Background: an optimization exercise with open tools, aiming at small area, a short achievable clock period and few clock cycles. Do not read the settings as production practice.
The RTL was checked by simulation tests, not by an equivalence proof against the original design.

==> flow/design.v <==
module cvr_seed (
    input  wire         clk,
    input  wire         rst,        
    input  wire         start,      
    input  wire [3:0]   key_len,    
    input  wire [63:0]  key,        
    output wire         busy,
    output reg          t_valid,    
    output reg  [3:0]   t_idx,      
    output wire [143:0] t_val,      
    output wire         ovf         
);
    localparam W  = 146;            
    localparam WA = 130;            
    localparam [1:0] S_IDLE = 2'd0,
                     S_SQ   = 2'd1,
                     S_FOLD = 2'd2;
    reg [1:0]    state;
    reg          busy_r;
    reg [127:0]  x;         
    reg [128:0]  tp;        
    reg [15:0]   d;         
    reg [WA-1:0] as, ac;    
    reg          cin;       
    reg [15:0]   od;        
    reg [2:0]    k;         
    reg [4:0]    lr;        
    reg [16:0]   lh;        
    assign busy  = busy_r;
    assign t_val = {15'd0, tp};
    assign ovf   = 1'b0;
    integer i;
    reg [63:0] key_mask;
    always @(*) begin
        for (i = 0; i < 8; i = i + 1)
            key_mask[8*i +: 8] = (i < key_len) ? 8'hff : 8'h00;
    end
    wire [63:0] p = key & key_mask;
    reg [4:0] sig_len;
    always @(*) begin
        sig_len = 5'd0;
        for (i = 0; i < 16; i = i + 1)
            if (x[8*i +: 8] != 8'd0)
                sig_len = i[4:0] + 5'd1;
    end
    wire [4:0] len  = (k == 3'd0) ? sig_len : lr;
    wire       last = ({k, 1'b0} + 4'd2 >= len);
    wire       odd  = len[0];
    reg [W-1:0] inj;
    always @(*) begin
        inj = {W{1'b0}};
        inj[0] = cin;
        for (i = 1; i < 15; i = i + 1)
            if (k != 3'd0 && lh[i + 2]) inj[8*i +: 16] = od;
    end
    reg [W-1:0] pp [0:15];
    always @(*) begin
        for (i = 0; i < 16; i = i + 1)
            pp[i] = {{(W-128){1'b0}}, x & {128{d[i]}}} << i;
    end
    function [2*W-1:0] csa(input [W-1:0] a, input [W-1:0] b, input [W-1:0] c);
        csa = {(a & b | a & c | b & c) << 1, a ^ b ^ c};
    endfunction
    wire [W-1:0] sa = {{(W-WA){1'b0}}, as};
    wire [W-1:0] sc = {{(W-WA){1'b0}}, ac};
    wire [W-1:0] a0, a1, a2, a3, a4, a5, a6, a7, a8, a9, a10, a11;
    assign {a1,  a0}  = csa(pp[0],  pp[1],  pp[2]);
    assign {a3,  a2}  = csa(pp[3],  pp[4],  pp[5]);
    assign {a5,  a4}  = csa(pp[6],  pp[7],  pp[8]);
    assign {a7,  a6}  = csa(pp[9],  pp[10], pp[11]);
    assign {a9,  a8}  = csa(pp[12], pp[13], pp[14]);
    assign {a11, a10} = csa(pp[15], sa,     sc);
    wire [W-1:0] b0, b1, b2, b3, b4, b5, b6, b7;
    assign {b1, b0} = csa(a0, a1, a2);
    assign {b3, b2} = csa(a3, a4, a5);
    assign {b5, b4} = csa(a6, a7, a8);
    assign {b7, b6} = csa(a9, a10, a11);
    wire [W-1:0] c0, c1, c2, c3, c4, c5;
    assign {c1, c0} = csa(b0, b1, b2);
    assign {c3, c2} = csa(b3, b4, b5);
    assign {c5, c4} = csa(b6, b7, inj);
    wire [W-1:0] d0, d1, d2, d3;
    assign {d1, d0} = csa(c0, c1, c2);
    assign {d3, d2} = csa(c3, c4, c5);
    wire [W-1:0] e0, e1;
    assign {e1, e0} = csa(d0, d1, d2);
    wire [W-1:0] vs, vc;
    assign {vc, vs} = csa(e0, e1, d3);
    wire [8:0]  lowlo  = {1'b0, vs[7:0]}  + {1'b0, vc[7:0]};
    wire [8:0]  lowh0  = {1'b0, vs[15:8]} + {1'b0, vc[15:8]};
    wire [8:0]  lowh1  = {1'b0, vs[15:8]} + {1'b0, vc[15:8]} + 9'd1;
    wire [8:0]  lowhi  = lowlo[8] ? lowh1 : lowh0;
    wire         sh8   = last & odd;
    wire [WA-1:0] nas  = sh8 ? vs[WA+7:8] : vs[W-1:16];
    wire [WA-1:0] nac  = sh8 ? vc[WA+7:8] : vc[W-1:16];
    wire          ncin = sh8 ? lowlo[8]   : lowhi[8];
    reg  [WA-1:0] f3;
    always @(*) begin
        f3 = {WA{1'b0}};
        for (i = 0; i < 16; i = i + 2) begin
            if (lh[i + 2]) f3[8*i +: 16] = od;
            if (lh[i + 1]) f3[8*i +: 8]  = od[7:0];
        end
    end
    wire [WA-1:0] fs = as ^ ac ^ f3;
    wire [WA-1:0] fc = {(as & ac | as & f3 | ac & f3), 1'b0};
    wire [WA-1:0] tpx = {1'b0, tp};
    wire [WA-1:0] hs = as ^ ac ^ tpx;
    wire [WA-1:0] hc = {(as & ac | as & tpx | ac & tpx), 1'b0};
    wire [WA-1:0] gs = hs ^ hc ^ f3;
    wire [WA-1:0] gc = {(hs & hc | hs & f3 | hc & f3), 1'b0};
    wire [WA-1:0] t = fs + fc + cin;
    wire [WA-1:0] e = gs + gc + cin;
    always @(posedge clk) begin
        if (rst) begin
            state   <= S_IDLE;
            busy_r  <= 1'b0;
            t_valid <= 1'b0;
        end else begin
            t_valid <= 1'b0;
            case (state)
                S_IDLE: begin
                    if (start) begin
                        state  <= S_SQ;
                        busy_r <= 1'b1;
                    end
                end
                S_SQ: begin
                    if (last) state <= S_FOLD;
                end
                S_FOLD: begin
                    t_valid <= 1'b1;
                    if (t_idx == 4'd8) begin
                        state  <= S_IDLE;
                        busy_r <= 1'b0;
                    end else begin
                        state  <= S_SQ;
                    end
                end
                default: begin
                    state  <= S_IDLE;
                    busy_r <= 1'b0;
                end
            endcase
        end
    end
    always @(posedge clk) begin
        case (state)
            S_SQ: begin
                as  <= nas;
                ac  <= nac;
                cin <= ncin;
                od  <= {lowhi[7:0], lowlo[7:0]};
                if (k == 3'd0) begin
                    lr <= sig_len;
                    for (i = 0; i < 17; i = i + 1) lh[i] <= (sig_len == i);
                end
                d   <= (k == 3'd7) ? 16'd0 : x[16*(k+1) +: 16];
                k   <= k + 3'd1;
            end
            S_FOLD: begin
                tp    <= t[128:0];
                x     <= e[127:0];
                d     <= e[15:0];
                as    <= {WA{1'b0}};
                ac    <= {WA{1'b0}};
                cin   <= 1'b0;
                od    <= 16'd0;
                k     <= 3'd0;
                t_idx <= t_idx + 4'd1;
            end
            default: begin
                x     <= {64'd0, p};
                tp    <= {65'd0, p};
                d     <= p[15:0];
                as    <= {WA{1'b0}};
                ac    <= {WA{1'b0}};
                cin   <= 1'b0;
                od    <= 16'd0;
                k     <= 3'd0;
                t_idx <= 4'd0;
            end
        endcase
    end
endmodule
export LEC_CHECK = 0
export CAP_MARGIN = 70
export CORE_MARGIN = 2
export CORE_UTILIZATION = 30
export SLEW_MARGIN = 70
create_clock -name core_clock -period 20.0 [get_ports {clk}]
run.sh (not shown) runs the stock make flow with config.mk's settings and CLKGATE_MAP_FILE= SYNTH_SCRIPT=/design/flow/synth_recipe.tcl, a recipe that flattens the netlist after the stock synthesis.
The baseline passed the timing, design-rule and antenna checks.
Testbench counts at the start, summed over its fixed seeds: cycles 48,298.
Edit:
- CAP_MARGIN: 70 -> 50
- SLEW_MARGIN: 70 -> 60
- clock-buffer cell count goes up by 10
- worst setup slack loses 130 ps
- fmax goes down by 2.0%
- non-clock buffer count goes down by 101
- cell count goes down by 0.63%

## re-timing with driven ports
How much do the figures lean on ideal ports? The routed layouts below were timed once more, with nothing changed but the port constraints. Step 1 sets driving cells, clkbuf_16 on the clock port and buf_2 on the other inputs (assumed; they add their load-dependent delay and slew). Step 2 times the ports against the registers' clock, not the clock port: input delays grow and output delays shrink by t, the midpoint of the rising clock arrivals with the driver on. a / b / c = no drivers / after step 1 / after step 2; a / b = the first two.
run | shift t [ns] | setup slack, ns | worst data-port slew with drivers (ns)
the first run | 0.825 | 13.477 / 13.477 / 13.477 | 0.35
the second run | 0.827 | 13.345 / 13.345 / 13.345 | 0.36
After both steps every run listed still meets setup and hold.
